This design comes from an exercise in tuning for small area, a short achievable clock period and few clock cycles on the open sky130 flow, not from production work. At most, simulation tests tie the RTL to the original design; equivalence was not proved. Function not checked in run 6: the RTL went through the layout flow alone. Power and IR drop assume default switching activity.

File: design/flow/run.sh
#!/bin/bash
# synth_recipe.tcl (not shown) runs the flow's synth.tcl, then flattens the netlist and writes it again
# the make line also repeats each setting of config.mk as NAME=value (left out here)
make -C /OpenROAD-flow-scripts/flow DESIGN_CONFIG=/design/flow/config.mk WORK_HOME=/design/flow/orfs CLKGATE_MAP_FILE= SYNTH_SCRIPT=/design/flow/synth_recipe.tcl finish
File: design/flow/config.mk
export PLATFORM = sky130hd
export DESIGN_NAME = sfr_top
export DESIGN_NICKNAME = sfr_top
export VERILOG_FILES = /design/flow/design.v
export SDC_FILE = /design/flow/constraint.sdc
export NUM_CORES = 4
export LEC_CHECK = 0
export CAP_MARGIN = 20
export CORE_MARGIN = 2
export CORE_UTILIZATION = 40
export SLEW_MARGIN = 20
File: design/flow/constraint.sdc
create_clock -name core_clock -period 10.0 [get_ports {clk}]
set_input_delay 2.0000 -clock core_clock [delete_from_list [all_inputs] [get_ports {clk}]]
set_output_delay 2.0000 -clock core_clock [all_outputs]
set_load 0.01 [all_outputs]
File: design/flow/design.v
module sfr_div #(
    parameter integer W = 24
) (
    input  wire [W-1:0] a,
    input  wire [W-1:0] b,
    output wire [W-1:0] diff,
    output wire         borrow
);
    assign {borrow, diff} = {1'b0, a} - {1'b0, b};
endmodule
module sfr_top (
    input  wire        clk,
    input  wire        rst,
    input  wire        evt_valid,
    input  wire [31:0] evt_data,
    output wire        evt_ready,
    output wire        rec_valid,
    output reg  [2:0]  rec_port,
    output reg         rec_last,
    output reg  [7:0]  rec_data,
    output wire [15:0] status,
    output wire [31:0] config_word,
    output wire [31:0] baud_word,
    output wire [31:0] stage_word
);
    localparam [7:0] STX = 8'h02;
    localparam [2:0] P_STD = 3'd0, P_BCAST = 3'd1, P_SPEC = 3'd2, P_ANY = 3'd3, P_TXP = 3'd4;
    localparam [1:0] RX_START = 2'd0, RX_LEN = 2'd1, RX_BODY = 2'd2;
    localparam [1:0] TX_IDLE = 2'd0, TX_WAIT = 2'd1, TX_SEND = 2'd2;
    localparam [2:0] R_NONE = 3'd0, R_OK = 3'd1, R_BCC = 3'd2, R_LEN = 3'd3,
                     R_LINE = 3'd4, R_TIMEOUT = 3'd5;
    localparam [1:0] F_TX_BUSY = 2'd1, F_CONFIG = 2'd2, F_ILLEGAL = 2'd3;
    localparam [1:0] PH_STX = 2'd0, PH_LGE = 2'd1, PH_BODY = 2'd2, PH_BCC = 2'd3;
    reg        run;
    reg [1:0]  rx_state;
    reg [1:0]  tx_state;
    reg [2:0]  last_result;
    reg        fault;
    reg [1:0]  fault_cause;
    reg [4:0]  cfg_node;
    reg [3:0]  cfg_en;
    reg [23:0] cfg_baud;
    reg [23:0] baud_stage;
    reg [6:0]  lge;
    reg [5:0]  wp;
    reg        last_q;        
    reg [7:0]  bcc;
    reg [8*63-1:0] rxb;
    reg        armed;
    reg        rfirst;
    reg [23:0] rs;
    reg [8*63-1:0] txb;
    reg [6:0]  tx_lge;
    reg [7:0]  tx_bcc;
    reg        tfirst;
    reg [17:0] ts;
    reg        em;
    reg        src_tx;
    reg [1:0]  ph;
    reg [5:0]  p;
    reg        any_pend;
    reg        rv_q;
    assign evt_ready = !em;
    wire take = evt_valid && !em;
    assign rec_valid   = rv_q && !fault;
    assign status      = {5'd0, fault_cause, fault, last_result, run, tx_state, rx_state};
    assign config_word = {20'd0, cfg_en, 3'd0, cfg_node};
    assign baud_word   = {8'd0, cfg_baud};
    assign stage_word  = {8'd0, baud_stage};
    wire [3:0] op = evt_data[31:28];
    wire [7:0] d  = evt_data[7:0];
    wire z27_24 = (evt_data[27:24] == 4'd0);
    wire z23_12 = (evt_data[23:12] == 12'd0);
    wire z11_8  = (evt_data[11:8] == 4'd0);
    wire z7_5   = (evt_data[7:5] == 3'd0);
    wire z4_2   = (evt_data[4:2] == 3'd0);
    wire z1_0   = (evt_data[1:0] == 2'd0);
    wire z27_12 = z27_24 && z23_12;
    wire z27_8  = z27_12 && z11_8;
    wire z27_0  = z27_8 && z7_5 && z4_2 && z1_0;
    reg legal;
    always @(*) begin
        case (op)
            4'h1:    legal = z27_8;
            4'h2:    legal = z27_8 && z7_5 && z4_2 && !(evt_data[1] && evt_data[0]);
            4'h3:    legal = z27_0;
            4'h4:    legal = z27_0;
            4'h5:    legal = z27_24;
            4'h6:    legal = z27_12 && z7_5;
            4'h7:    legal = z27_0;
            default: legal = 1'b0;
        endcase
    end
    wire is_rx   = (op == 4'h1);
    wire is_err  = (op == 4'h2);
    wire is_tick = (op == 4'h3);
    wire is_done = (op == 4'h4);
    wire is_baud = (op == 4'h5);
    wire is_start= (op == 4'h6);
    wire is_stop = (op == 4'h7);
    wire [7:0] adr = rxb[7:0];
    wire node_eq   = (adr[4:0] == cfg_node);
    wire c_spec    = adr[7];
    wire c_mirror  = !adr[7] && adr[6] && node_eq;
    wire c_bcast   = !adr[7] && !c_mirror && adr[5];
    wire c_std     = (adr[7:5] == 3'b000) && node_eq;
    wire tx_idle   = (tx_state == TX_IDLE);
    wire tx_wait   = (tx_state == TX_WAIT);
    wire cls_on    = (c_spec && cfg_en[2]) || (c_bcast && cfg_en[1]) || (c_std && cfg_en[0]);
    wire [2:0] cls_port = c_spec ? P_SPEC : c_bcast ? P_BCAST : P_STD;
    wire mir_busy  = c_mirror && !tx_idle;
    wire any_on    = cfg_en[3] && !mir_busy;
    wire stage_bad = (baud_stage < 24'd155);
    wire [9:0]  m5   = {3'd0, lge} + {1'b0, lge, 2'd0};         
    wire [12:0] m45  = {3'd0, m5} + {m5, 3'd0};                 
    wire [18:0] m2475m1 = {m45, 6'd0} - {3'd0, m45, 3'd0} - {6'd0, m45} - 19'd1;
    wire [23:0] rs_init = {m2475m1[17:0], 6'h3F};
    wire [23:0] rs_sub;
    wire        rs_bor;
    sfr_div #(.W(24)) u_rsub (.a(rs), .b(cfg_baud), .diff(rs_sub), .borrow(rs_bor));
    wire        rs_exp = rs_bor;
    wire [17:0] ts_sub;
    wire        ts_bor;
    sfr_div #(.W(18)) u_tsub (.a(ts), .b(cfg_baud[17:0]), .diff(ts_sub), .borrow(ts_bor));
    wire        ts_exp = ts_bor || (cfg_baud[23:18] != 6'd0);
    wire d_lge_ok = (d >= 8'd2) && (d <= 8'd64);
    wire bcc_ok   = (bcc == d);
    wire [8*63-1:0] buf_sel = src_tx ? txb : rxb;
    wire [7:0] body_byte = buf_sel[8*p +: 8];
    wire [6:0] len_sel   = src_tx ? tx_lge : lge;
    wire [7:0] bcc_sel   = src_tx ? tx_bcc : bcc;
    wire body_end        = ({1'b0, p} == len_sel - 7'd2);
    genvar gi;
    generate
        for (gi = 0; gi < 63; gi = gi + 1) begin : g_buf
            always @(posedge clk) begin
                if (rx_state == RX_BODY && wp == gi)
                    rxb[8*gi +: 8] <= d;
                if (tx_idle)
                    txb[8*gi +: 8] <= rxb[8*gi +: 8];
            end
        end
    endgenerate
    always @(posedge clk) begin
        if (tx_idle) begin
            tx_lge <= lge;
            tx_bcc <= bcc;
        end
    end
    always @(posedge clk) begin
        if (rst) begin
            run         <= 1'b0;
            rx_state    <= RX_START;
            tx_state    <= TX_IDLE;
            last_result <= R_NONE;
            fault       <= 1'b0;
            fault_cause <= 2'd0;
            cfg_node    <= 5'd0;
            cfg_en      <= 4'd0;
            cfg_baud    <= 24'd0;
            baud_stage  <= 24'd0;
            lge         <= 7'd0;
            wp          <= 6'd0;
            last_q      <= 1'b0;
            bcc         <= 8'd0;
            armed       <= 1'b0;
            rfirst      <= 1'b0;
            rs          <= 24'd0;
            tfirst      <= 1'b0;
            ts          <= 18'd0;
            em          <= 1'b0;
            src_tx      <= 1'b0;
            ph          <= PH_STX;
            p           <= 6'd0;
            any_pend    <= 1'b0;
            rv_q        <= 1'b0;
            rec_port    <= 3'd0;
            rec_last    <= 1'b0;
            rec_data    <= 8'd0;
        end else begin
            rv_q     <= 1'b0;
            rec_last <= 1'b0;
            if (rfirst)
                rs <= rs_init;
            if (em) begin
                rv_q <= 1'b1;
                case (ph)
                PH_STX: begin
                    rec_data <= STX;
                    rec_port <= P_ANY;
                    ph       <= PH_LGE;
                end
                PH_LGE: begin
                    rec_data <= {1'b0, len_sel};
                    ph       <= PH_BODY;
                    p        <= 6'd0;
                end
                PH_BODY: begin
                    rec_data <= body_byte;
                    p        <= p + 6'd1;
                    if (body_end)
                        ph <= PH_BCC;
                end
                default: begin
                    rec_data <= bcc_sel;
                    rec_last <= 1'b1;
                    ph       <= PH_STX;
                    if (any_pend) begin
                        any_pend <= 1'b0;
                    end else begin
                        em <= 1'b0;
                    end
                end
                endcase
            end else if (take) begin
                if (!fault && !legal) begin
                    fault       <= 1'b1;
                    fault_cause <= F_ILLEGAL;
                end
                if (is_rx && run) begin
                    case (rx_state)
                    RX_START: if (d == STX)
                        rx_state <= RX_LEN;
                    RX_LEN: if (d_lge_ok) begin
                        lge      <= d[6:0];
                        wp       <= 6'd0;
                        last_q   <= 1'b0;
                        bcc      <= STX ^ d;
                        armed    <= 1'b1;
                        rfirst   <= 1'b1;
                        rx_state <= RX_BODY;
                    end else begin
                        last_result <= R_LEN;
                        rx_state    <= RX_START;
                        armed       <= 1'b0;
                    end
                    default: begin
                        wp     <= wp + 6'd1;
                        last_q <= ({1'b0, wp} + 7'd2 == lge);
                        if (!last_q) begin
                            bcc <= bcc ^ d;
                        end else begin
                            rx_state <= RX_START;
                            armed    <= 1'b0;
                            rfirst   <= 1'b0;
                            if (!bcc_ok) begin
                                last_result <= R_BCC;
                            end else begin
                                last_result <= R_OK;
                                src_tx <= 1'b0;
                                if (c_mirror) begin
                                    if (!tx_idle) begin
                                        if (!fault && legal) begin
                                            fault       <= 1'b1;
                                            fault_cause <= F_TX_BUSY;
                                        end
                                    end else begin
                                        tx_state <= TX_WAIT;
                                        tfirst   <= 1'b1;
                                        ts       <= 18'd211199;
                                    end
                                end
                                if (cls_on) begin
                                    em       <= 1'b1;
                                    rv_q     <= 1'b1;
                                    rec_data <= STX;
                                    rec_port <= cls_port;
                                    ph       <= PH_LGE;
                                    any_pend <= any_on;
                                end else if (any_on) begin
                                    em       <= 1'b1;
                                    rv_q     <= 1'b1;
                                    rec_data <= STX;
                                    rec_port <= P_ANY;
                                    ph       <= PH_LGE;
                                    any_pend <= 1'b0;
                                end
                            end
                        end
                    end
                    endcase
                end
                if (is_err && run) begin
                    if (rx_state != RX_START)
                        last_result <= R_LINE;
                    rx_state <= RX_START;
                    armed    <= 1'b0;
                    rfirst   <= 1'b0;
                end
                if (is_tick) begin
                    if (armed) begin
                        rfirst <= 1'b0;
                        if (!rfirst) begin
                            rs <= rs_sub;
                            if (rs_exp) begin
                                last_result <= R_TIMEOUT;
                                rx_state    <= RX_START;
                                armed       <= 1'b0;
                            end
                        end
                    end
                    if (tx_wait) begin
                        tfirst <= 1'b0;
                        if (!tfirst) begin
                            ts <= ts_sub;
                            if (ts_exp) begin
                                tx_state <= TX_SEND;
                                em       <= 1'b1;
                                src_tx   <= 1'b1;
                                rv_q     <= 1'b1;
                                rec_data <= STX;
                                rec_port <= P_TXP;
                                ph       <= PH_LGE;
                                any_pend <= 1'b0;
                            end
                        end
                    end
                end
                if (is_done && tx_state == TX_SEND)
                    tx_state <= TX_IDLE;
                if (is_baud && legal && !fault)
                    baud_stage <= evt_data[23:0];
                if (is_start || is_stop) begin
                    run      <= 1'b0;
                    rx_state <= RX_START;
                    armed    <= 1'b0;
                    rfirst   <= 1'b0;
                    if (tx_wait)
                        tx_state <= TX_IDLE;
                end
                if (is_start) begin
                    if (stage_bad) begin
                        if (!fault && legal) begin
                            fault       <= 1'b1;
                            fault_cause <= F_CONFIG;
                        end
                    end else begin
                        if (legal && !fault) begin
                            cfg_node <= evt_data[4:0];
                            cfg_en   <= evt_data[11:8];
                            cfg_baud <= baud_stage;
                        end
                        last_result <= R_NONE;
                        run         <= 1'b1;
                    end
                end
            end
        end
    end
endmodule
==> results of run 1 <==
[critical path: stages, from the launching register on]
cell and delay (ns):
dfxtp_1 0.67, inv_1 0.25, fa_1 0.50, xnor2_1 0.34, inv_1 0.12, fa_1 0.41
nor2b_1 0.12, o21ai_0 0.13, a211oi_1 0.29, mux2i_1 0.13, a21boi_1 0.15, o21ai_0 0.11
xor2_1 0.41, fa_1 0.50, inv_1 0.07, ha_1 0.23, or2_2 0.29, a211oi_1 0.25
a21oi_1 0.10, or4b_1 0.48, a311oi_1 0.24, a21boi_1 0.19
[report_power, final]
| group | internal [W] | total [W] | leakage, nW | switching, W |
|---|---|---|---|---|
| Sequential | 0.00531 | 0.00531 | 11.3 | 0.000000811 |
| Combinational | 0.0000222 | 0.000112 | 5.75 | 0.0000898 |
| Clock | 0.00252 | 0.00442 | 1.87 | 0.00189 |
[cells by family (layout without fill, tap and decap cells)]
group                      count (synthesis)  count (layout)  synth area share [%]
AOI/OAI and AO/OA                        510             510                  6.43
xor gates and xnor gates                  85              85                  1.46
adders and majority gates                100             100                  2.61
buffers and inverters                    300             486                  3.09
DFF                                     1182            1182                  66.6
muxes                                    402             402                  14.3
other                                      1              45               0.00737
and+or+nand+nor                          614             614                  5.47
[Yosys cell counts, drive strengths merged (32+ instances only)]
master / n
xor2: 37
o21ai: 89
xnor2: 48
nand3: 47
nand2: 183
dfxtp: 159
edfxtp: 1023
buf: 124
ha: 90
mux4: 258
nor3: 39
a21oi: 175
nor2: 214
clkbuf: 86
a211oi: 32
mux2i: 130
o221ai: 32
inv: 87
[cell type report]
class | instances | area, µm² | area share (%)
repair buffers | 176 | 1630 | 2.83
clock buffers | 148 | 3170 | 5.51
clock inverters | 72 | 712 | 1.24
diodes | 1 | 2.50 | 0.00436
well taps | 1650 | 2060 | 3.60
flip-flops and latches | 1182 | 33900 | 59.1
multi-input cells | 1755 | 15600 | 27.2
inverters | 90 | 340 | 0.593
[flip-flops by register name (all words and copies together) (netlist names), 18 cells and up]
| register | flops |
|---|---|
| rxb | 504 |
| cfg_baud | 24 |
| rs | 24 |
| ts | 18 |
| baud_stage | 24 |
| txb | 504 |
[per-stage QoR]
step,total power (W),cell area (µm²),setup WS (ns)
2_1_floorplan,0.00547,51000,0.568
3_3_place_gp,0.00553,53500,4.01
3_5_place_dp,0.00553,53500,3.88
4_1_cts,0.00993,57400,3.86
5_1_grt,0.0101,57400,3.39
6_report,0.00984,57400,3.93
[worst paths after layout]
path | slack (ns) | depth (start not counted) | start | to
min | 0.43 | 0 | rxb[166] | txb[166]
max | 3.93 | 21 | lge[1] | rs[22]
max reg2reg | 3.93 | 21 | lge[1] | rs[22]
min reg2reg | 0.43 | 0 | rxb[166] | txb[166]
[metal layers]
metal | vias to the layer above | share of wire [%] | routed length, µm | track usage (%)
li1 | 12727 | - | - | -
met1 | 14771 | 45 | 57500 | 28.5
met2 | 1073 | 45 | 57100 | 29.1
met3 | 169 | 7.5 | 9450 | 3.80
met4 | 2 | 2.1 | 2650 | 4.25
met5 | - | 0.010 | 13 | 0
==> qor.yml, run 1 <==
ys_seq_elements: 1182
ctsResizeCount: 0
crit_fanout: 13
cts_tree: "built"
slew_headroom_pct: 21.8
vias_per_cell: 5.66
initialDrtViolationCount: 3026
status: "no timing/DRC/antenna violations"
yosysTopAreaCell: "edfxtp_1"
vdd_drop_max_uv: 149
final_cell_mix: "edfxtp_1 (1023), mux4_2 (257), nor2_1 (209)"
cp-end-kind: "flop"
drc: 0
drt-total-wl_um: 127000
grt_start_max_net_pins: 167
synth_edf_count: 1023
die_y_um: 361
powerDensity_nw_per_um2: 171
clock_path_buffers: 3
worstSetupPathType: "flop to flop"
p_leak_nw: 19.0
place_congestion: 0.847
cts-hold-fix-buffers: 0
min_period_ns: 6.07
ys.flop_type: "edfxtp_1"
fillers: 10935
finalSetupViolCount: 0
dpl.hpwl_um: 80200
rows: 130
grt_pass1_wl_um: 188000
vias: 28742
cts.sinks: 1182
min_path_type: "flop to flop"
cp.required_ns: 10.62
fin_util_pct: 45.6
drt-wirelength-per-cell_um: 25.0
synth_area_leaders: "edfxtp_1 (60%), mux4_2 (11%), dfxtp_1 (6.3%), mux2i_1 (2.6%), ha_1 (2.2%)"
grt_usage_pct: 19.2
worst_pin_slew_ns: 1.14
stdcell_count: 5074
drt-pass1-iter-count: 6
slew_violations: 0
rsz0062_at_grt: "false"
dp_cells: 4853
die_width_um: 361
grt_pass1_vias: 27836
post_cts_buffers: 0
synth.avg_cell_area_um2: 15.9
ant_nets: 0
dieArea_um2: 130000
ys_seq_area_share_pct: 66.6
yosysWarnings: 1
clkTransAtPathRegs_ns: 0.06
clock.fmax_mhz: 165
layout_commonest_cell: "edfxtp_1"
syn_to_final_growth_pct: 12.8
critPathArrivalTime_ns: 6.69
gr-total-overflow: 0
synth_cell_types: 79
ctsRootBufferMaster: "clkbuf_16"
async_flop_share_pct: 0
fin_crit_sh_pct: 60.7
numCtsBuffers: 116
fin_hold_ws_ns: 0.434
syn_inst: 3194
nets: 3456
syn_area_um2: 50900
start_util_pct: 40.4
drive_gt1_share_pct: 15.8
coreArea_um2: 126000
h-tree-depth: 3
worstSetupStartpointType: "flop"
io_pins: 161
tns_ns: 0
finalHoldViolCount: 0
netlist.area_leader.share_pct: 60.4
clkLatencyLatePin_ns: 0.73
max-cap-violations: 0
antenna_found_initial: 3
skew_ns: 0.0330
io_buffers: 116
Testbench counts, summed over its fixed seeds: cycles 88,023.
==> inputs of run 2 (changes only) <==
--- a/design/flow/config.mk
+++ b/design/flow/config.mk
@@ -6,6 +6,8 @@
 export NUM_CORES = 4
 export LEC_CHECK = 0
+export ABC_CLOCK_PERIOD_IN_PS = 3000
 export CAP_MARGIN = 20
 export CORE_MARGIN = 2
 export CORE_UTILIZATION = 40
+export SETUP_SLACK_MARGIN = 5
 export SLEW_MARGIN = 20
==> run 2 against run 1 <==
Effect of this change:
- clock power is 2% higher
- cell count increased by 0.14%
- largest power group unchanged
- clock skew rose by 0.024 ns
- power up 0.96%
- first-iteration DRC count is 1.9% lower
==> qor.yml, run 2 <==
cts_tree: "built"
synth_common_cells: "edfxtp_1 (1023), mux4_2 (257), nor2_1 (214), nand2_1 (183), a21oi_1 (174)"
ant_nets: 0
ys.flop_type: "edfxtp_1"
clkLatencyLatePin_ns: 0.77
syn_inst: 3194
cts.sinks: 1182
clock_path_buffers: 3
worst_pin_slew_ns: 1.14
rows: 130
max-cap-violations: 0
place_congestion: 0.885
drt-wirelength-per-cell_um: 25.1
worstSetupPathType: "flop to flop"
netlist.area_leader.share_pct: 60.4
ys_seq_area_share_pct: 66.6
critPathArrivalTime_ns: 5.62
coreArea_um2: 126000
p_int_w: 0.00791
crit_start: "lge[2]"
worstSetupStartpointType: "flop"
final_cell_mix: "edfxtp_1 (1023), mux4_2 (257), nor2_1 (203)"
fin_crit_sh_pct: 49.8
drt-pass1-iter-count: 5
drt-total-wl_um: 127000
p_leak_nw: 19.1
yosysWarnings: 1
synth.avg_cell_area_um2: 15.9
vias: 28825
ctsRootBufferMaster: "clkbuf_16"
slew_violations: 0
cp-end-kind: "flop"
top_regs: "rxb x504, txb x504"
pre_cts_slack_ns: 4.43
cp.required_ns: 10.64
ys_seq_elements: 1182
yosysMostFrequentCell: "edfxtp_1"
numCtsBuffers: 116
crit_fanout: 6
tns_ns: 0
combPwrFrac_pct: 1.1
vdd_drop_max_uv: 140
worstPathCellList: "ha_4 -> inv_2 -> fa_2 -> buf_4 -> xnor2_4 -> inv_1 -> fa_2 -> nor2b_1 -> o21ai_2 -> a211oi_2 -> mux2i_1 -> a21boi_2 -> o21ai_2 -> xor2_2 -> fa_1 -> inv_2 -> ha_4 -> or2_4 -> a211oi_2 -> a21oi_2 -> or4b_1 -> a311oi_1 -> a21boi_2"
min_period_ns: 4.98
vias_per_cell: 5.67
grt_pass1_wl_um: 189000
dpl.hpwl_um: 79800
dieArea_um2: 130000
clkTransAtPathRegs_ns: 0.06
syn_to_final_growth_pct: 13.6
seq_power_share_pct: 53.5
yosysTopAreaCell: "edfxtp_1"
cp_slowest_cell: "or4b_1"
cpPeakStageDelay_ns: 0.51
clock.fmax_mhz: 201
finalSetupViolCount: 0
h-tree-depth: 3
start_util_pct: 40.4
io_pins: 161
fin_hold_ws_ns: 0.408
gr-total-overflow: 0
p_sw_w: 0.00203
r2r-start: "lge[2]"
rsz0062_at_grt: "true"
drive_gt1_share_pct: 17.7
fillers: 10925
async_flop_share_pct: 0
powerDensity_nw_per_um2: 172
synth_edf_count: 1023
swShare_pct: 20.4
fin_ws_ns: 5.02
die_width_um: 361
min_path_type: "flop to flop"
antenna_found_initial: 8
skew_ns: 0.0572
nets: 3464
initialDrtViolationCount: 2968
slew_headroom_pct: 23.9
die_y_um: 361
finalHoldViolCount: 0
drc: 0
status: "no timing/DRC/antenna violations"
io_buffers: 116
synth_cell_types: 79
grt_usage_pct: 19.3
p_clk_share_pct: 45.4
grt_pass1_vias: 28498
layout_commonest_cell: "edfxtp_1"
grt_start_max_net_pins: 165
synth_area_leaders: "edfxtp_1 (60%), mux4_2 (11%), dfxtp_1 (6.3%), mux2i_1 (2.6%), ha_1 (2.2%)"
syn_area_um2: 50900
hp-start: "rxb[343]"
## run 2: cell types whose count changed in the layout (fill, tap and decap cells not counted), moves of 5 or more
cell        delta
a21oi_1        -6
buf_4          +7
clkinv_2       +9
dfxtp_4        +5
nor2_1         -6
clkinvlp_4     -6
inv_1          -5
nor2_2         +6
dfxtp_1        -8
a21oi_2        +6
## run 2: cells by family (layout without fill, tap and decap cells)
| family | count (synthesis) | in the layout | synth area share [%] |
|---|---|---|---|
| AOI/OAI and AO/OA | 510 | 510 | 6.43 |
| other | 1 | 46 | 0.00737 |
| xor gates and xnor gates | 85 | 85 | 1.46 |
| adders and majority gates | 100 | 100 | 2.61 |
| and+or+nand+nor | 614 | 614 | 5.47 |
| DFF | 1182 | 1182 | 66.6 |
| muxes | 402 | 402 | 14.3 |
| buffers and inverters | 300 | 492 | 3.09 |
## run 2: metrics by stage
step           total power, W  area [µm²]  cells  utilization [%]
6_report              0.00994       57800   5081             45.9
5_1_grt                0.0102       57800   5079             45.9
4_1_cts                0.0100       57700   5078             45.9
3_5_place_dp          0.00553       53600   4849             42.6
3_3_place_gp          0.00553       53600   4848             42.6
2_1_floorplan         0.00546       51200   3237                -
## run 2: timing repair
action,in CTS,in global routing
pin swaps,21,13
gates resized for setup,21,10
hold buffers,0,0
gates cloned,0,0
endpoints found under the setup margin,6,5
buffers inserted,11,1
## run 2: area by class of cell
| type | instances | area [µm²] | area share (%) |
|---|---|---|---|
| antenna | 2 | 5.00 | 0.00866 |
| clock buffer | 138 | 3050 | 5.27 |
| clock inverter | 80 | 911 | 1.58 |
| inverter | 90 | 343 | 0.593 |
| multi-input combinational | 1755 | 15800 | 27.3 |
| sequential | 1182 | 33900 | 58.7 |
| tap | 1650 | 2060 | 3.57 |
| timing repair buffer | 184 | 1700 | 2.94 |
## run 2: critical path, delay by kind of cell, from the launching register on
kind,cells,cell delay (ns)
flip-flops,1,0.39
AO/OA/AOI/OAI,8,1.16
AND/OR/NAND/NOR,3,0.91
buffers and inverters,4,0.36
XOR/XNOR,2,0.39
multiplexers,1,0.12
adder cells (fa/ha/maj),5,1.56
## run 2: final timing paths
path                                  to  depth (start not counted)  slack (ns)
worst max-delay path              rs[22]                         23        5.02
worst min-delay path            txb[343]                          0        0.41
worst max register to register    rs[22]                         23        5.02
worst min register to register  txb[343]                          0        0.41
## run 2: power groups by stage
stage               logic [W]  registers [W]  clock network (W)
floorplan           0.0000453        0.00542                  0
global placement     0.000112        0.00542                  0
detailed placement   0.000114        0.00542                  0
CTS                  0.000114        0.00531            0.00460
global route         0.000120        0.00531            0.00478
finish               0.000113        0.00531            0.00451
## run 2: metal layers
layer / wire length (µm) / up-vias / track usage (%) / part of all wire [%]
met4: 3230 / 0 / 5.35 / 2.5
met1: 57400 / 14894 / 28.1 / 45
met2: 58700 / 1019 / 30.0 / 46
met3: 8000 / 179 / 3.04 / 6.3
li1: - / 12733 / - / -
met5: 0 / - / 0 / 0
==> inputs of run 3 (changes only) <==
--- a/design/flow/design.v
+++ b/design/flow/design.v
@@ -55,5 +55,5 @@
     reg        tfirst;
     reg [17:0] ts;
-    reg        em;
+    reg        rdy;           
     reg        src_tx;
     reg [1:0]  ph;
@@ -61,7 +61,8 @@
     reg        any_pend;
     reg        rv_q;
-    assign evt_ready = !em;
-    wire take = evt_valid && !em;
-    assign rec_valid   = rv_q && !fault;
+    wire em = !rdy;
+    assign evt_ready = rdy;
+    wire take = evt_valid && rdy;
+    assign rec_valid   = rv_q;
     assign status      = {5'd0, fault_cause, fault, last_result, run, tx_state, rx_state};
     assign config_word = {20'd0, cfg_en, 3'd0, cfg_node};
@@ -112,8 +113,31 @@
     wire any_on    = cfg_en[3] && !mir_busy;
     wire stage_bad = (baud_stage < 24'd155);
-    wire [9:0]  m5   = {3'd0, lge} + {1'b0, lge, 2'd0};         
-    wire [12:0] m45  = {3'd0, m5} + {m5, 3'd0};                 
-    wire [18:0] m2475m1 = {m45, 6'd0} - {3'd0, m45, 3'd0} - {6'd0, m45} - 19'd1;
-    wire [23:0] rs_init = {m2475m1[17:0], 6'h3F};
+    reg [17:0] ra;
+    reg [14:0] rb;
+    always @(*) begin
+        case (lge[2:0])
+            3'd0: ra = 18'h3FFFF;
+            3'd1: ra = 18'd2474;
+            3'd2: ra = 18'd4949;
+            3'd3: ra = 18'd7424;
+            3'd4: ra = 18'd9899;
+            3'd5: ra = 18'd12374;
+            3'd6: ra = 18'd14849;
+            default: ra = 18'd17324;
+        endcase
+        case (lge[6:3])
+            4'd0: rb = 15'd0;
+            4'd1: rb = 15'd2475;
+            4'd2: rb = 15'd4950;
+            4'd3: rb = 15'd7425;
+            4'd4: rb = 15'd9900;
+            4'd5: rb = 15'd12375;
+            4'd6: rb = 15'd14850;
+            4'd7: rb = 15'd17325;
+            default: rb = 15'd19800;
+        endcase
+    end
+    wire [17:0] rsum = ra + {rb, 3'd0};
+    wire [23:0] rs_init = {rsum, 6'h3F};
     wire [23:0] rs_sub;
     wire        rs_bor;
@@ -149,34 +173,5 @@
     end
     always @(posedge clk) begin
-        if (rst) begin
-            run         <= 1'b0;
-            rx_state    <= RX_START;
-            tx_state    <= TX_IDLE;
-            last_result <= R_NONE;
-            fault       <= 1'b0;
-            fault_cause <= 2'd0;
-            cfg_node    <= 5'd0;
-            cfg_en      <= 4'd0;
-            cfg_baud    <= 24'd0;
-            baud_stage  <= 24'd0;
-            lge         <= 7'd0;
-            wp          <= 6'd0;
-            last_q      <= 1'b0;
-            bcc         <= 8'd0;
-            armed       <= 1'b0;
-            rfirst      <= 1'b0;
-            rs          <= 24'd0;
-            tfirst      <= 1'b0;
-            ts          <= 18'd0;
-            em          <= 1'b0;
-            src_tx      <= 1'b0;
-            ph          <= PH_STX;
-            p           <= 6'd0;
-            any_pend    <= 1'b0;
-            rv_q        <= 1'b0;
-            rec_port    <= 3'd0;
-            rec_last    <= 1'b0;
-            rec_data    <= 8'd0;
-        end else begin
+        begin
             rv_q     <= 1'b0;
             rec_last <= 1'b0;
@@ -209,5 +204,5 @@
                         any_pend <= 1'b0;
                     end else begin
-                        em <= 1'b0;
+                        rdy <= 1'b1;
                     end
                 end
@@ -261,6 +256,6 @@
                                     end
                                 end
-                                if (cls_on) begin
-                                    em       <= 1'b1;
+                                if (cls_on && legal && !fault) begin
+                                    rdy      <= 1'b0;
                                     rv_q     <= 1'b1;
                                     rec_data <= STX;
@@ -268,6 +263,6 @@
                                     ph       <= PH_LGE;
                                     any_pend <= any_on;
-                                end else if (any_on) begin
-                                    em       <= 1'b1;
+                                end else if (any_on && legal && !fault) begin
+                                    rdy      <= 1'b0;
                                     rv_q     <= 1'b1;
                                     rec_data <= STX;
@@ -306,7 +301,9 @@
                             if (ts_exp) begin
                                 tx_state <= TX_SEND;
-                                em       <= 1'b1;
                                 src_tx   <= 1'b1;
-                                rv_q     <= 1'b1;
+                                if (legal && !fault) begin
+                                    rdy  <= 1'b0;
+                                    rv_q <= 1'b1;
+                                end
                                 rec_data <= STX;
                                 rec_port <= P_TXP;
@@ -347,4 +344,19 @@
             end
         end
+        if (rst) begin
+            run         <= 1'b0;
+            rx_state    <= RX_START;
+            tx_state    <= TX_IDLE;
+            last_result <= R_NONE;
+            fault       <= 1'b0;
+            fault_cause <= 2'd0;
+            cfg_node    <= 5'd0;
+            cfg_en      <= 4'd0;
+            cfg_baud    <= 24'd0;
+            baud_stage  <= 24'd0;
+            armed       <= 1'b0;
+            rdy         <= 1'b1;
+            rv_q        <= 1'b0;
+        end
     end
 endmodule
--- a/design/flow/config.mk
+++ b/design/flow/config.mk
@@ -6,8 +6,7 @@
 export NUM_CORES = 4
 export LEC_CHECK = 0
-export ABC_CLOCK_PERIOD_IN_PS = 3000
 export CAP_MARGIN = 20
 export CORE_MARGIN = 2
-export CORE_UTILIZATION = 40
+export CORE_UTILIZATION = 60
 export SETUP_SLACK_MARGIN = 5
 export SLEW_MARGIN = 20
==> run 3 against run 2 <==
Effect of this change:
- still clean
- first-iteration DRC count is 4.6% higher
- synthesized cell count shrank 3.6%
- clock power down 2%
- synthesized area is 0.49% lower
- combinational power is 34% higher
- worst setup slack improved by 0.22 ns
- worst hold slack better by 0.018 ns
- utilization up 22 points
- design area shrank 2.3%
- sequential share of layout area is 2.9 points higher
- sequential cell count increased by 12
- largest power group unchanged
==> qor.yml, run 3 <==
status: "no timing/DRC/antenna violations"
slew_violations: 0
finalSetupViolCount: 0
clock.fmax_mhz: 210
tns_ns: 0
yosysTopAreaCell: "edfxtp_1"
clkLatencyLatePin_ns: 0.72
rows: 106
dpl.hpwl_um: 80500
ys_seq_area_share_pct: 68.7
finalHoldViolCount: 0
nets: 3315
powerDensity_nw_per_um2: 177
io_pins: 161
vias: 28842
antenna_found_initial: 2
yosysWarnings: 1
drt-total-wl_um: 126000
vias_per_cell: 6.58
cp.required_ns: 10.48
vdd_drop_max_uv: 189
drc: 0
pre_cts_slack_ns: 4.28
min_path_type: "flop to flop"
drt-pass1-iter-count: 5
start_util_pct: 60.6
grt_start_max_net_pins: 155
crit_fanout: 40
clock_path_buffers: 3
p_leak_nw: 19.6
numCtsBuffers: 117
syn_area_um2: 50600
clkTransAtPathRegs_ns: 0.06
h-tree-depth: 3
placed_cell_area_um2: 52600
die_width_um: 294
grt_usage_pct: 29.4
ctsRootBufferMaster: "clkbuf_16"
place_congestion: 0.954
syn_inst: 3079
synth_area_leaders: "edfxtp_1 (64%), mux4_2 (12%), dfxtp_1 (4.3%), ha_1 (1.9%), nand2_1 (1.8%)"
coreArea_um2: 83600
skew_ns: 0.0656
fin_ws_ns: 5.24
ant_nets: 0
initialDrtViolationCount: 3105
async_flop_share_pct: 0
synth_edf_count: 1086
syn_to_final_growth_pct: 11.6
worst_pin_slew_ns: 1.10
grt_pass1_wl_um: 187000
fin_area_um2: 56500
stdcell_count: 4384
fin_crit_sh_pct: 47.6
dieArea_um2: 86700
worstSetupStartpointType: "input pin"
yosysMostFrequentCell: "edfxtp_1"
drt-wirelength-per-cell_um: 28.8
drive_gt1_share_pct: 16.4
synth.avg_cell_area_um2: 16.4
worstSetupPathType: "input pin to flop"
layout_commonest_cell: "edfxtp_1"
die_y_um: 294
cp-end-kind: "flop"
cts_tree: "built"
slew_headroom_pct: 26.7
ys_seq_elements: 1194
ys.flop_type: "edfxtp_1"
io_buffers: 116
gr-total-overflow: 0
top_regs: "rxb x504, txb x504"
cts.sinks: 1194
max-cap-violations: 0
netlist.area_leader.share_pct: 64.4
final_cell_mix: "edfxtp_1 (1086), mux4_2 (265), nand2_1 (246)"
synth_common_cells: "edfxtp_1 (1086), mux4_2 (265), nand2_1 (247), nor2_1 (172), a21oi_1 (162)"
rsz0062_at_grt: "true"
critPathArrivalTime_ns: 5.25
p_total_w: 0.00997
dp_cells: 4162
min_period_ns: 4.76
grt_pass1_vias: 28298
synth_cell_types: 91
-- run 3: cell types whose count changed after synthesis, sizes merged, moves of 15 or more --
cell    change
mux2i      -58
nand3      -15
o221ai     -17
ha         -15
nand2      +64
nor2       -42
dfxtp      -51
edfxtp     +63
-- run 3: repair_timing --
item	4_1_cts	5_1_grt
cloned	0	0
setup buffers	0	0
hold buffers	0	0
setup endpoints to repair	2	56
hold endpoints to repair	0	0
resized for setup	1	4
-- run 3: final timing paths --
path / cells past startpoint / start / endpoint / slack (ns)
hold / removal: 0 / rxb[249] / txb[249] / 0.43
hold reg to reg: 0 / rxb[249] / txb[249] / 0.43
setup / recovery: 10 / evt_data[7] / ts[17] / 5.24
setup reg to reg: 9 / src_tx / rec_data[6] / 5.49
-- run 3: where the power goes --
part / leakage [nW] / switching (W) / internal, W
sequential: 11.4 / 0.00000685 / 0.00541
clock: 1.89 / 0.00189 / 0.00252
combinational: 6.26 / 0.000109 / 0.0000420
total: 19.6 / 0.00201 / 0.00797
-- run 3: kinds of logic (layout without fill, tap and decap cells) --
family                     Yosys count  in the layout  synth area share (%)
other                                1             46               0.00741
AOI/OAI and AO/OA                  475            475                  6.07
adders and majority gates           78             78                  1.97
and+or+nand+nor                    632            632                  5.77
xor gates and xnor gates            76             76                  1.31
muxes                              346            346                  13.4
buffers and inverters              277            457                  2.78
DFF                               1194           1194                  68.7
-- run 3: stage by stage --
step | hold slack (ns) | util (%)
2_1_floorplan | 0.418 | -
3_3_place_gp | 0.423 | 62.9
3_5_place_dp | 0.429 | 62.9
4_1_cts | 0.420 | 67.5
5_1_grt | 0.423 | 67.6
6_report | 0.426 | 67.6
-- run 3: layer usage --
metal	track usage, %	routed length (µm)	up-vias
li1	-	-	12318
met1	44.1	53200	15023
met2	44.8	58500	1330
met3	5.64	11000	171
met4	8.45	3390	0
met5	0	0	-
-- run 3: area by class of cell --
type | instances | area [µm²]
Clock inverter | 78 | 812
Sequential cell | 1194 | 34800
Antenna cell | 2 | 5.00
Fill cell | 5628 | 27100
Multi-Input combinational cell | 1651 | 14700
Tap cell | 1080 | 1350
Timing Repair Buffer | 159 | 1510
Clock buffer | 141 | 3060
Inverter | 79 | 299
-- run 3: critical path, stage by stage --
cell,delay (ns)
clkbuf_4,0.45
buf_4,0.53
xor2_1,0.13
nor4_1,0.50
nand4_1,0.21
nor4_1,0.47
and2_1,0.31
or2_4,0.26
o22ai_1,0.10
a211oi_1,0.20
Testbench counts of run 3, summed over its fixed seeds: cycles 88,023.
==> inputs of run 4 (changes only) <==
==> design/flow/flow/run.sh (new file) <==
#!/bin/bash
set -euo pipefail
MARGIN=${MARGIN:-6.6}
TNS=${TNS:-10}
bash standard.sh SETUP_SLACK_MARGIN=$MARGIN TNS_END_PERCENT=$TNS finish > flow_make.log 2>&1
==> design/flow/standard.sh (new file) <==
#!/bin/bash
# synth_recipe.tcl (not shown) runs the flow's synth.tcl, then flattens the netlist and writes it again
# the make line also repeats each setting of config.mk as NAME=value (left out here)
make -C /OpenROAD-flow-scripts/flow DESIGN_CONFIG=/design/flow/config.mk WORK_HOME=/design/flow/orfs CLKGATE_MAP_FILE= SYNTH_SCRIPT=/design/flow/synth_recipe.tcl "${@:-finish}"
--- a/design/flow/config.mk
+++ b/design/flow/config.mk
@@ -9,4 +9,3 @@
 export CORE_MARGIN = 2
 export CORE_UTILIZATION = 60
-export SETUP_SLACK_MARGIN = 5
 export SLEW_MARGIN = 20
removed: design/flow/run.sh
==> run 4 against run 3 <==
Effect of this change:
- global-route usage grew 1.7 points
- largest cell class unchanged
- die area is the same
- register-to-register slack gained 0.72 ns
==> qor.yml, run 4 <==
top_usage_layer: "met2"
vias_per_cell: 6.62
worstPathCellList: "buf_6 -> buf_12 -> or3_4 -> buf_4 -> buf_12 -> nor2b_4 -> o2111a_2 -> o211ai_1 -> a2111oi_4 -> buf_6 -> nor3_4 -> a221o_1"
cp.required_ns: 10.46
cts_tree: "built"
crit_fanout: 7
dpl.hpwl_um: 80500
synth_cell_types: 91
cts-hold-fix-buffers: 0
pre_cts_slack_ns: 4.28
slew_headroom_pct: 26.4
syn_to_final_growth_pct: 15.8
initialDrtViolationCount: 3373
cp-end-kind: "flop"
crit_path_end: "rec_data[3]"
top_regs: "rxb x504, txb x504"
rows: 106
drive_gt1_share_pct: 22.6
critPathArrivalTime_ns: 4.29
vias: 29806
syn_area_um2: 50600
fin_hold_ws_ns: 0.429
syn_inst: 3079
ctsRootBufferMaster: "clkbuf_16"
clkTransAtPathRegs_ns: 0.06
min_period_ns: 3.83
die_y_um: 294
status: "no timing/DRC/antenna violations"
gr-total-overflow: 0
yosysWarnings: 1
finalSetupViolCount: 0
diodes: 0
ys_seq_elements: 1194
met1_usage_pct: 44.9
yosysMostFrequentCell: "edfxtp_1"
synth_area_leaders: "edfxtp_1 (64%), mux4_2 (12%), dfxtp_1 (4.3%), ha_1 (1.9%), nand2_1 (1.8%)"
clock_path_buffers: 3
final_cell_mix: "edfxtp_1 (1086), mux4_2 (265), nand2_1 (221)"
layout_commonest_cell: "edfxtp_1"
r2r-start: "src_tx"
use_met2_pct: 47.1
rsz0062_at_grt: "true"
fin_ws_ns: 6.17
yosysTopAreaCell: "edfxtp_1"
vdd_drop_max_uv: 190
netlist.area_leader.share_pct: 64.4
powerDensity_nw_per_um2: 171
clock.fmax_mhz: 261
io_buffers: 116
numCtsBuffers: 117
fillers: 5405
ant_nets: 0
reg2reg_to: "rec_data[4]"
slew_violations: 0
reg2regPathDepth: 10
drt-pass1-iter-count: 7
drt-total-wl_um: 135000
dieArea_um2: 86700
nets: 3433
grt_start_max_net_pins: 155
coreArea_um2: 83600
synth_common_cells: "edfxtp_1 (1086), mux4_2 (265), nand2_1 (247), nor2_1 (172), a21oi_1 (162)"
h-tree-depth: 3
worstSetupStartpointType: "input pin"
grt_pass1_vias: 29477
cpPeakStageDelay_ns: 0.33
ff2ff_setup_slack_ns: 6.21
antenna_found_initial: 3
finalHoldViolCount: 0
cts.sinks: 1194
die_width_um: 294
async_flop_share_pct: 0
min_path_type: "flop to flop"
ys.flop_type: "edfxtp_1"
tns_ns: 0
drc: 0
max-cap-violations: 0
synth.avg_cell_area_um2: 16.4
grtUsageMet3_pct: 7.34
crit_start: "evt_data[4]"
fin_crit_sh_pct: 38.3
io_pins: 161
grt_pass1_wl_um: 197000
grt_usage_pct: 31.2
place_congestion: 0.954
synth_edf_count: 1086
worst_pin_slew_ns: 1.10
ys_seq_area_share_pct: 68.7
cp_slowest_cell: "or3_4"
skew_ns: 0.0648
start_util_pct: 60.6
p_leak_nw: 20.6
clkLatencyLatePin_ns: 0.72
drt-wirelength-per-cell_um: 30.0
worstSetupPathType: "input pin to flop"
run 4: cell families (layout without fill, tap and decap cells):
logic type / after synthesis / in the layout / synth area share [%]
DFF: 1194 / 1194 / 68.7
and+or+nand+nor: 632 / 643 / 5.77
AOI/OAI and AO/OA: 475 / 475 / 6.07
muxes: 346 / 346 / 13.4
buffers and inverters: 277 / 564 / 2.78
adders and majority gates: 78 / 78 / 1.97
xor gates and xnor gates: 76 / 76 / 1.31
other: 1 / 44 / 0.00741
run 4: layout make-up:
class	instances	area, µm²	share of cell area, %
sequential	1194	34800	59.3
multi-input combinational	1662	15400	26.3
clock buffer	141	3060	5.22
timing repair buffer	266	2880	4.91
tap	1080	1350	2.30
clock inverter	78	812	1.38
inverter	79	303	0.516
run 4: critical path: cells and delay by family:
family | cells | cell delay [ns]
buffers and inverters | 5 | 0.69
and+or+nand+nor | 3 | 0.50
AOI/OAI and AO/OA | 4 | 1.07
run 4: per-layer routing:
metal,wire (µm),up-vias
met4,5250,0
met3,12700,256
met1,55100,15407
met5,0,-
li1,-,12568
met2,62100,1575
run 4: metrics by stage:
stage / instances / util, % / total power, W / instance area, µm²
final: 4500 / 70.2 / 0.0100 / 58600
after global routing: 4500 / 70.2 / 0.0103 / 58600
after CTS: 4476 / 69.5 / 0.0101 / 58100
after detailed placement: 4162 / 62.9 / 0.00567 / 52600
after global placement: 4159 / 62.9 / 0.00566 / 52500
after floorplan: 3122 / - / 0.00559 / 50800
run 4: power by group:
| part | total (W) | internal [W] | switching (W) |
|---|---|---|---|
| combinational | 0.000192 | 0.0000645 | 0.000128 |
| clock | 0.00443 | 0.00252 | 0.00191 |
| sequential | 0.00541 | 0.00540 | 0.00000692 |
run 4: worst min-delay path by stage:
stage / slack, ns / to / cells past startpoint / startpoint
3_3_place_gp: 0.42 / txb[321] / 0 / rxb[321]
2_1_floorplan: 0.42 / txb[321] / 0 / rxb[321]
5_1_grt: 0.42 / txb[249] / 0 / rxb[249]
6_report: 0.43 / txb[249] / 0 / rxb[249]
4_1_cts: 0.42 / txb[465] / 0 / rxb[465]
3_5_place_dp: 0.43 / txb[463] / 0 / rxb[463]
run 4: timing repair:
| action | 4_1_cts | 5_1_grt |
|---|---|---|
| resized for setup | 212 | 76 |
| pin swaps | 84 | 21 |
| endpoints found under the setup margin | 477 | 472 |
| buffers inserted | 78 | 19 |
| gates cloned | 17 | 4 |
==> inputs of run 5 (changes only) <==
==> design/flow/flow/run.sh (replaced) <==
#!/bin/bash
set -euo pipefail
MARGIN=${MARGIN:-7.0}
TNS=${TNS:-10}
bash standard.sh SETUP_SLACK_MARGIN=$MARGIN TNS_END_PERCENT=$TNS MATCH_CELL_FOOTPRINT=0 \
  "BUFFER_PORTS_ARGS=-buffer_cell sky130_fd_sc_hd__buf_4" finish > flow_make.log 2>&1
--- a/design/flow/config.mk
+++ b/design/flow/config.mk
@@ -8,4 +8,4 @@
 export CAP_MARGIN = 20
 export CORE_MARGIN = 2
-export CORE_UTILIZATION = 60
+export CORE_UTILIZATION = 50
 export SLEW_MARGIN = 20
==> run 5 against run 4 <==
Effect of this change:
- still clean on timing, DRC and antenna
- die area grew 20%
- global-route usage shrank 5.9 points
- fmax grew 3.1%
- clock-buffer cell count shrank 5
- sequential power is essentially flat
==> qor.yml, run 5 <==
top_regs: "rxb x504, txb x504"
die_y_um: 322
finalSetupViolCount: 0
gr-total-overflow: 0
initialDrtViolationCount: 3347
skew_ns: 0.0313
synthAdderAreaFrac_pct: 1.97
synth.avg_cell_area_um2: 16.4
syn_area_um2: 50600
p_leak_nw: 20.6
synth_xor_area_share_pct: 1.31
synth_edf_count: 1086
drive_gt1_share_pct: 23.9
p_int_w: 0.00829
fin_crit_sh_pct: 37.2
ys_seq_elements: 1194
status: "no timing/DRC/antenna violations"
drt-pass1-iter-count: 5
drt-wirelength-per-cell_um: 28.4
syn_to_final_growth_pct: 15.7
combPwrFrac_pct: 1.6
synth_area_leaders: "edfxtp_1 (64%), mux4_2 (12%), dfxtp_1 (4.3%), ha_1 (1.9%), nand2_1 (1.8%)"
grt_usage_pct: 25.3
worst_pin_slew_ns: 1.13
dpl.hpwl_um: 80300
ys_seq_area_share_pct: 68.7
seq_power_share_pct: 52.0
place_congestion: 0.902
numCtsBuffers: 119
rsz0062_at_grt: "true"
slew_violations: 0
grtUsageMet3_pct: 5.04
use_met2_pct: 38.6
clkLatencyLatePin_ns: 0.73
vias_per_cell: 6.18
cts.sinks: 1194
dieArea_um2: 104000
synthMuxAreaShare_pct: 13.4
drc: 0
met1_usage_pct: 37.1
fin_ws_ns: 6.28
max-cap-violations: 0
ctsRootBufferMaster: "clkbuf_16"
yosys.area_share.simple_pct: 5.77
yosysTopAreaCell: "edfxtp_1"
clock_path_buffers: 3
clock.fmax_mhz: 269
start_util_pct: 50.5
synth_compound_gate_area_share_pct: 6.07
netlist.area_leader.share_pct: 64.4
fin_util_pct: 58.4
synth_top_family_by_area: "multiplexers"
grt_start_max_net_pins: 185
crit_fanout: 4
critPathArrivalTime_ns: 4.33
drt-total-wl_um: 135000
top_usage_layer: "met2"
synth_cell_types: 91
slew_headroom_pct: 24.5
ys.flop_type: "edfxtp_1"
final_cell_mix: "edfxtp_1 (1086), mux4_2 (265), nand2_1 (241)"
fin_hold_ws_ns: 0.429
clkTransAtPathRegs_ns: 0.06
finalHoldViolCount: 0
h-tree-depth: 3
antenna_found_initial: 3
rows: 116
vias: 29322
min_path_type: "flop to flop"
layout_commonest_cell: "edfxtp_1"
async_flop_share_pct: 0
io_buffers: 116
worstSetupPathType: "input pin to flop"
ant_nets: 0
powerDensity_nw_per_um2: 178
nets: 3389
coreArea_um2: 100000
pre_cts_slack_ns: 4.61
vdd_drop_max_uv: 136
syn_inst: 3079
synth_common_cells: "edfxtp_1 (1086), mux4_2 (265), nand2_1 (247), nor2_1 (172), a21oi_1 (162)"
grt_pass1_vias: 28925
yosysWarnings: 1
worstSetupStartpointType: "input pin"
die_width_um: 322
fillers: 7603
p_clk_share_pct: 46.4
cp.required_ns: 10.62
tns_ns: 0
grt_pass1_wl_um: 194000
swShare_pct: 20.4
cts-hold-fix-buffers: 0
cp-end-kind: "flop"
min_period_ns: 3.72
cts_tree: "built"
yosysMostFrequentCell: "edfxtp_1"
io_pins: 161
p_sw_w: 0.00212
run 5: cell count changes in the layout (fill, tap and decap cells not counted), moves of 11 or more:
cell,before,now
a21oi_1,142,159
a21oi_2,20,2
buf_4,93,171
buf_6,31,16
clkbuf_1,21,10
clkbuf_16,122,136
clkdlybuf4s50_1,83,0
dlygate4sd2_1,15,0
nand2_1,221,241
nand2_2,24,5
run 5: cell type report:
cell class | instances | area, µm² | share of cell area (%)
inverters | 79 | 299 | 0.510
well taps | 1357 | 1700 | 2.90
multi-input cells | 1659 | 15300 | 26.1
clock inverters | 92 | 1110 | 1.90
repair buffers | 223 | 2260 | 3.86
flip-flops and latches | 1194 | 34800 | 59.4
diodes | 1 | 2.50 | 0.00427
clock buffers | 136 | 3170 | 5.41
run 5: per-layer routing:
metal | vias up | share of wire (%)
met1 | 15236 | 43
met3 | 250 | 8.4
met2 | 1324 | 46
met4 | 0 | 3.1
li1 | 12512 | -
met5 | - | 0
run 5: per-stage QoR:
stage	std cells	cell area (µm²)	power, W
2_1_floorplan	3122	50800	0.00559
3_3_place_gp	4430	52600	0.00566
3_5_place_dp	4432	52600	0.00566
4_1_cts	4691	57600	0.0105
5_1_grt	4740	58600	0.0107
6_report	4741	58600	0.0104
run 5: kinds of logic (layout without fill, tap and decap cells):
| logic type | Yosys count | after routing |
|---|---|---|
| xor gates and xnor gates | 76 | 76 |
| other | 1 | 45 |
| buffers and inverters | 277 | 530 |
| adders and majority gates | 78 | 78 |
| DFF | 1194 | 1194 |
| AOI/OAI and AO/OA | 475 | 475 |
| and+or+nand+nor | 632 | 640 |
| muxes | 346 | 346 |
run 5: final timing paths:
path	from	endpoint	slack, ns	cells past startpoint
worst max-delay path	evt_data[4]	flop	6.28	9
worst min register to register	rxb[456]	txb[456]	0.43	0
worst max register to register	p[2]	rec_data[6]	6.55	10
worst min-delay path	rxb[456]	txb[456]	0.43	0
run 5: critical path: stages:
cell and delay (ns):
buf_12 0.12, or3_4 0.39, or4b_4 0.50, a21oi_4 0.17, nand4_4 0.22, mux2i_4 0.32
buf_6 0.20, ha_4 0.15, mux2_4 0.25
run 5: power groups by stage:
stage	sequential, W	combinational (W)	clock [W]
2_1_floorplan	0.00552	0.0000741	0
3_3_place_gp	0.00552	0.000141	0
3_5_place_dp	0.00552	0.000144	0
4_1_cts	0.00541	0.000158	0.00491
5_1_grt	0.00541	0.000182	0.00509
6_report	0.00541	0.000169	0.00484
run 5: timing repair:
item	4_1_cts	5_1_grt
resized for setup	91	88
setup buffers	18	39
pin swaps	13	36
gates cloned	13	9
setup endpoints to repair	390	310
==> inputs of run 6 (changes only) <==
--- a/design/flow/design.v
+++ b/design/flow/design.v
@@ -55,4 +55,5 @@
     reg        tfirst;
     reg [17:0] ts;
+    reg        tpend;         
     reg        rdy;           
     reg        src_tx;
@@ -113,39 +114,48 @@
     wire any_on    = cfg_en[3] && !mir_busy;
     wire stage_bad = (baud_stage < 24'd155);
-    reg [17:0] ra;
-    reg [14:0] rb;
-    always @(*) begin
-        case (lge[2:0])
-            3'd0: ra = 18'h3FFFF;
-            3'd1: ra = 18'd2474;
-            3'd2: ra = 18'd4949;
-            3'd3: ra = 18'd7424;
-            3'd4: ra = 18'd9899;
-            3'd5: ra = 18'd12374;
-            3'd6: ra = 18'd14849;
-            default: ra = 18'd17324;
-        endcase
-        case (lge[6:3])
-            4'd0: rb = 15'd0;
-            4'd1: rb = 15'd2475;
-            4'd2: rb = 15'd4950;
-            4'd3: rb = 15'd7425;
-            4'd4: rb = 15'd9900;
-            4'd5: rb = 15'd12375;
-            4'd6: rb = 15'd14850;
-            4'd7: rb = 15'd17325;
-            default: rb = 15'd19800;
-        endcase
-    end
+    wire [17:0] ra;
+    wire [14:0] rb;
+    assign ra[0] = (lge[2:0] == 3'd0) | (lge[2:0] == 3'd2) | (lge[2:0] == 3'd4) | (lge[2:0] == 3'd6);
+    assign ra[1] = (lge[2:0] == 3'd0) | (lge[2:0] == 3'd1) | (lge[2:0] == 3'd4) | (lge[2:0] == 3'd5);
+    assign ra[2] = (lge[2:0] == 3'd0) | (lge[2:0] == 3'd2) | (lge[2:0] == 3'd5) | (lge[2:0] == 3'd7);
+    assign ra[3] = (lge[2:0] == 3'd0) | (lge[2:0] == 3'd1) | (lge[2:0] == 3'd4) | (lge[2:0] == 3'd7);
+    assign ra[4] = (lge[2:0] == 3'd0) | (lge[2:0] == 3'd2) | (lge[2:0] == 3'd5);
+    assign ra[5] = (lge[2:0] == 3'd0) | (lge[2:0] == 3'd1) | (lge[2:0] == 3'd4) | (lge[2:0] == 3'd7);
+    assign ra[6] = (lge[2:0] == 3'd0) | (lge[2:0] == 3'd2) | (lge[2:0] == 3'd5);
+    assign ra[7] = (lge[2:0] == 3'd0) | (lge[2:0] == 3'd1) | (lge[2:0] == 3'd4) | (lge[2:0] == 3'd7);
+    assign ra[8] = (lge[2:0] == 3'd0) | (lge[2:0] == 3'd1) | (lge[2:0] == 3'd2) | (lge[2:0] == 3'd3) | (lge[2:0] == 3'd7);
+    assign ra[9] = (lge[2:0] == 3'd0) | (lge[2:0] == 3'd2) | (lge[2:0] == 3'd4) | (lge[2:0] == 3'd6) | (lge[2:0] == 3'd7);
+    assign ra[10] = (lge[2:0] == 3'd0) | (lge[2:0] == 3'd3) | (lge[2:0] == 3'd4);
+    assign ra[11] = (lge[2:0] == 3'd0) | (lge[2:0] == 3'd1) | (lge[2:0] == 3'd3) | (lge[2:0] == 3'd6);
+    assign ra[12] = (lge[2:0] == 3'd0) | (lge[2:0] == 3'd2) | (lge[2:0] == 3'd3) | (lge[2:0] == 3'd5) | (lge[2:0] == 3'd6);
+    assign ra[13] = (lge[2:0] == 3'd0) | (lge[2:0] == 3'd4) | (lge[2:0] == 3'd5) | (lge[2:0] == 3'd6);
+    assign ra[14] = (lge[2:0] == 3'd0) | (lge[2:0] == 3'd7);
+    assign ra[15] = (lge[2:0] == 3'd0);
+    assign ra[16] = (lge[2:0] == 3'd0);
+    assign ra[17] = (lge[2:0] == 3'd0);
+    assign rb[0] = (lge[6:3] == 4'd1) | (lge[6:3] == 4'd3) | (lge[6:3] == 4'd5) | (lge[6:3] == 4'd7);
+    assign rb[1] = (lge[6:3] == 4'd1) | (lge[6:3] == 4'd2) | (lge[6:3] == 4'd5) | (lge[6:3] == 4'd6);
+    assign rb[2] = (lge[6:3] == 4'd2) | (lge[6:3] == 4'd4) | (lge[6:3] == 4'd5) | (lge[6:3] == 4'd7);
+    assign rb[3] = (lge[6:3] == 4'd1) | (lge[6:3] == 4'd4) | (lge[6:3] == 4'd7) | (lge[6:3] == 4'd8);
+    assign rb[4] = (lge[6:3] == 4'd2) | (lge[6:3] == 4'd5) | (lge[6:3] == 4'd8);
+    assign rb[5] = (lge[6:3] == 4'd1) | (lge[6:3] == 4'd4) | (lge[6:3] == 4'd7);
+    assign rb[6] = (lge[6:3] == 4'd2) | (lge[6:3] == 4'd5) | (lge[6:3] == 4'd8);
+    assign rb[7] = (lge[6:3] == 4'd1) | (lge[6:3] == 4'd4) | (lge[6:3] == 4'd7);
+    assign rb[8] = (lge[6:3] == 4'd1) | (lge[6:3] == 4'd2) | (lge[6:3] == 4'd3) | (lge[6:3] == 4'd7) | (lge[6:3] == 4'd8);
+    assign rb[9] = (lge[6:3] == 4'd2) | (lge[6:3] == 4'd4) | (lge[6:3] == 4'd6) | (lge[6:3] == 4'd7);
+    assign rb[10] = (lge[6:3] == 4'd3) | (lge[6:3] == 4'd4) | (lge[6:3] == 4'd8);
+    assign rb[11] = (lge[6:3] == 4'd1) | (lge[6:3] == 4'd3) | (lge[6:3] == 4'd6) | (lge[6:3] == 4'd8);
+    assign rb[12] = (lge[6:3] == 4'd2) | (lge[6:3] == 4'd3) | (lge[6:3] == 4'd5) | (lge[6:3] == 4'd6);
+    assign rb[13] = (lge[6:3] == 4'd4) | (lge[6:3] == 4'd5) | (lge[6:3] == 4'd6);
+    assign rb[14] = (lge[6:3] == 4'd7) | (lge[6:3] == 4'd8);
     wire [17:0] rsum = ra + {rb, 3'd0};
     wire [23:0] rs_init = {rsum, 6'h3F};
-    wire [23:0] rs_sub;
-    wire        rs_bor;
-    sfr_div #(.W(24)) u_rsub (.a(rs), .b(cfg_baud), .diff(rs_sub), .borrow(rs_bor));
-    wire        rs_exp = rs_bor;
-    wire [17:0] ts_sub;
-    wire        ts_bor;
-    sfr_div #(.W(18)) u_tsub (.a(ts), .b(cfg_baud[17:0]), .diff(ts_sub), .borrow(ts_bor));
-    wire        ts_exp = ts_bor || (cfg_baud[23:18] != 6'd0);
+    wire        rs_act = armed && !rfirst;
+    wire        ts_act = tx_wait && !tfirst;
+    wire        sel_ts = tpend || !rs_act;
+    wire [23:0] sub_a  = sel_ts ? {6'd0, ts} : rs;
+    wire [23:0] sub_d;
+    wire        sub_bor;
+    sfr_div #(.W(24)) u_sub (.a(sub_a), .b(cfg_baud), .diff(sub_d), .borrow(sub_bor));
     wire d_lge_ok = (d >= 8'd2) && (d <= 8'd64);
     wire bcc_ok   = (bcc == d);
@@ -178,5 +188,20 @@
             if (rfirst)
                 rs <= rs_init;
-            if (em) begin
+            if (tpend) begin
+                tpend <= 1'b0;
+                ts    <= sub_d[17:0];
+                if (sub_bor) begin
+                    tx_state <= TX_SEND;
+                    src_tx   <= 1'b1;
+                    rv_q     <= !fault;
+                    rec_data <= STX;
+                    rec_port <= P_TXP;
+                    ph       <= PH_LGE;
+                    any_pend <= 1'b0;
+                    rdy      <= fault;
+                end else begin
+                    rdy <= 1'b1;
+                end
+            end else if (em) begin
                 rv_q <= 1'b1;
                 case (ph)
@@ -287,6 +312,6 @@
                         rfirst <= 1'b0;
                         if (!rfirst) begin
-                            rs <= rs_sub;
-                            if (rs_exp) begin
+                            rs <= sub_d;
+                            if (sub_bor) begin
                                 last_result <= R_TIMEOUT;
                                 rx_state    <= RX_START;
@@ -298,16 +323,21 @@
                         tfirst <= 1'b0;
                         if (!tfirst) begin
-                            ts <= ts_sub;
-                            if (ts_exp) begin
-                                tx_state <= TX_SEND;
-                                src_tx   <= 1'b1;
-                                if (legal && !fault) begin
-                                    rdy  <= 1'b0;
-                                    rv_q <= 1'b1;
+                            if (rs_act) begin
+                                tpend <= 1'b1;
+                                rdy   <= 1'b0;
+                            end else begin
+                                ts <= sub_d[17:0];
+                                if (sub_bor) begin
+                                    tx_state <= TX_SEND;
+                                    src_tx   <= 1'b1;
+                                    if (legal && !fault) begin
+                                        rdy  <= 1'b0;
+                                        rv_q <= 1'b1;
+                                    end
+                                    rec_data <= STX;
+                                    rec_port <= P_TXP;
+                                    ph       <= PH_LGE;
+                                    any_pend <= 1'b0;
                                 end
-                                rec_data <= STX;
-                                rec_port <= P_TXP;
-                                ph       <= PH_LGE;
-                                any_pend <= 1'b0;
                             end
                         end
@@ -357,4 +387,5 @@
             armed       <= 1'b0;
             rdy         <= 1'b1;
+            tpend       <= 1'b0;
             rv_q        <= 1'b0;
         end
==> run 6 against run 5 <==
Effect of this change:
- still clean on timing, DRC and antenna
- combinational power rose by 28%
- clock skew fell by 0.014 ns
- power fell by 5.0%
- sequential share of layout area rose by 0.87 points
- worst hold slack improved by 0.0070 ns
- fmax fell by 2.6%
- design area fell by 2.1%
- first-iteration DRC count fell by 11%
- critical path type is now flop to flop
- largest power group unchanged
- highest routed layer is now met5
==> qor.yml, run 6 <==
status: "no timing/DRC/antenna violations"
drt-pass1-iter-count: 6
cpPeakStageDelay_ns: 0.44
numCtsBuffers: 118
worst-path-buf-inv: 3
grt_pass1_wl_um: 187000
reg2reg_to: "tx_state[1]"
clkLatencyLatePin_ns: 0.69
holdPathStages: 0
syn_inst: 2949
drc: 0
synth_cell_types: 82
synth_edf_count: 1086
cp_slowest_cell: "edfxtp_1"
worstPathCellList: "nor2b_4 -> and2_4 -> mux2i_2 -> ha_2 -> inv_2 -> fa_2 -> a211oi_2 -> o211ai_1 -> a211o_1 -> and3_4 -> o31a_1 -> nor2_4 -> buf_4 -> buf_4 -> o21ai_0 -> a221oi_1"
die_width_um: 320
worstSetupStartpointType: "flop"
grt_start_max_net_pins: 174
tns_ns: 0
clock.fmax_mhz: 262
multiInputGateArea_um2: 14800
dpl.hpwl_um: 74700
rsz0062_at_grt: "true"
top_regs: "rxb x504, txb x504"
min_path_type: "flop to flop"
syn_area_um2: 49800
p_total_w: 0.00990
critPathArrivalTime_ns: 4.38
cp-end-kind: "flop"
max-cap-violations: 0
min_period_ns: 3.82
worst_pin_slew_ns: 1.14
ys_seq_area_share_pct: 69.4
crit_family: "compound AO/OA/AOI/OAI gates"
regArea_um2: 34600
vdd_drop_max_uv: 151
grt_pass1_vias: 28040
clkTransAtPathRegs_ns: 0.06
vias_per_cell: 6.18
dieArea_um2: 102000
initialDrtViolationCount: 2989
cts_tree: "built"
ant_nets: 0
synth.avg_cell_area_um2: 16.9
skew_ns: 0.0174
layout_commonest_cell: "edfxtp_1"
p_leak_nw: 20.6
placed_cell_area_um2: 51700
coreArea_um2: 98600
place_congestion: 0.843
h-tree-depth: 3
start_util_pct: 50.5
ys.flop_type: "edfxtp_1"
die_y_um: 320
synth_common_cells: "edfxtp_1 (1086), mux4_2 (229), nor2_1 (220), mux2i_1 (210), a21oi_1 (106)"
fin_crit_sh_pct: 38.2
vias: 28109
fillers: 7428
cts.sinks: 1183
fin_ws_ns: 6.18
slew_violations: 0
r2r-start: "rfirst"
netlist.area_leader.share_pct: 65.5
drt-wirelength-per-cell_um: 28.2
pre_cts_slack_ns: 4.58
reg2regPathDepth: 16
io_pins: 161
yosysTopAreaCell: "edfxtp_1"
antenna_found_initial: 5
yosysMostFrequentCell: "edfxtp_1"
ys_seq_elements: 1183
final_cell_mix: "edfxtp_1 (1086), mux4_2 (229), mux2i_1 (209)"
ctsRootBufferMaster: "clkbuf_16"
cts-hold-fix-buffers: 0
crit_path_end: "tx_state[1]"
worstSetupPathType: "flop to flop"
finalHoldViolCount: 0
io_buffers: 116
syn_to_final_growth_pct: 15.2
grt_usage_pct: 24.6
drive_gt1_share_pct: 24.7
cp_common_cell: "buf_4"
ff2ff_setup_slack_ns: 6.18
crit_fanout: 5
fin_area_um2: 57400
rows: 115
finalSetupViolCount: 0
nets: 3247
crit_start: "rfirst"
path_depth: 16
async_flop_share_pct: 0
clock_path_buffers: 3
drt-total-wl_um: 128000
slew_headroom_pct: 23.4
gr-total-overflow: 0
fin_hold_ws_ns: 0.436
powerDensity_nw_per_um2: 172
synth_area_leaders: "edfxtp_1 (65%), mux4_2 (10%), mux2i_1 (4.2%), dfxtp_1 (3.9%), nor2_1 (1.7%)"
yosysWarnings: 1
cp.required_ns: 10.56
[run 6: worst register-to-register path: cells and delay by family (launching register included)]
family          cells  cell delay (ns)
simple gates        4             0.75
compound gates      6             1.48
mux                 1             0.22
flops               1             0.44
fa+ha+maj           2             0.55
buf+inv             3             0.28
[run 6: layout make-up]
class                      instances  share of cell area (%)
antenna                            2                 0.00872
clock buffer                     140                    5.51
clock inverter                    76                    1.01
inverter                          51                   0.353
multi-input combinational       1555                    25.8
sequential                      1183                    60.2
tap                             1287                    2.81
timing repair buffer             252                    4.32
[run 6: timing repair]
item / in CTS / in global routing
endpoints found under the setup margin: 438 / 470
setup buffers: 47 / 34
pin swaps: 36 / 38
resized for setup: 142 / 84
gates cloned: 11 / 5
[run 6: power breakdown]
group	switching, W	internal (W)	leakage, nW
Sequential	0.00000908	0.00537	11.4
Combinational	0.000135	0.0000823	7.43
Clock	0.00186	0.00245	1.83
Total	0.00200	0.00790	20.6
[run 6: how the worst min path moves through the flow]
stage | start | end | slack (ns)
3_3_place_gp | rxb[302] | txb[302] | 0.42
5_1_grt | rxb[324] | txb[324] | 0.45
4_1_cts | rxb[491] | txb[491] | 0.43
3_5_place_dp | rxb[348] | txb[348] | 0.43
6_report | rxb[491] | txb[491] | 0.44
2_1_floorplan | rxb[104] | txb[104] | 0.42
[run 6: metal layers]
layer | vias to the layer above | routed length (µm) | global-route usage [%]
li1 | 12068 | - | -
met1 | 14684 | 54400 | 35.1
met2 | 1132 | 60800 | 39.3
met3 | 221 | 9040 | 4.04
met4 | 4 | 3770 | 6.88
met5 | - | 27 | 0
[run 6: kinds of logic after synthesis]
family	synth area share (%)
AOI/OAI and AO/OA	5.21
xor gates and xnor gates	1.34
and+or+nand+nor	4.98
adders and majority gates	1.31
other	0.00753
DFF	69.4
muxes	15.0
buffers and inverters	2.75
[run 6: stage by stage]
step	util (%)	std cells
final	58.2	4546
after global routing	58.2	4546
after CTS	57.5	4505
after detailed placement	52.4	4231
after global placement	52.4	4231
after floorplan	-	2992

==> port drivers added, routing unchanged <==
The results above use ideal ports. As a check the final layouts listed here were re-extracted and re-timed, cells and wires unchanged. Step 1, drivers: a clkbuf_16 drives clk and a buf_2 each remaining input, both assumed. Step 2 times the ports against the registers' clock, not the clock port: input delays grow and output delays shrink by t, the midpoint of the rising clock arrivals with the driver on. Three values: ideal, step 1, step 2; two values: the first two.
run | shift t [ns] | setup slack, ns | clock arrival spread, ns | worst register clock-pin slew, ns | pins driven straight from the clock port
run 1 | 0.782 | 3.932 / 3.932 / 3.932 | 0.042 / 0.042 | 0.07 / 0.07 | 1
run 2 | 0.805 | 5.018 / 5.018 / 4.800 | 0.068 / 0.068 | 0.07 / 0.07 | 1
run 3 | 0.750 | 5.236 / 5.282 / 4.532 | 0.075 / 0.075 | 0.07 / 0.07 | 1
run 4 | 0.750 | 6.168 / 6.155 / 5.405 | 0.071 / 0.071 | 0.07 / 0.07 | 1
run 5 | 0.790 | 6.282 / 6.136 / 5.346 | 0.035 / 0.035 | 0.07 / 0.07 | 1
run 6 | 0.752 | 6.181 / 6.028 / 5.276 | 0.023 / 0.023 | 0.07 / 0.07 | 1
After both steps every run listed still meets setup and hold. The setup slack of run 5, which loses most, moves by -0.146 ns with the drivers and by -0.936 ns with both steps.
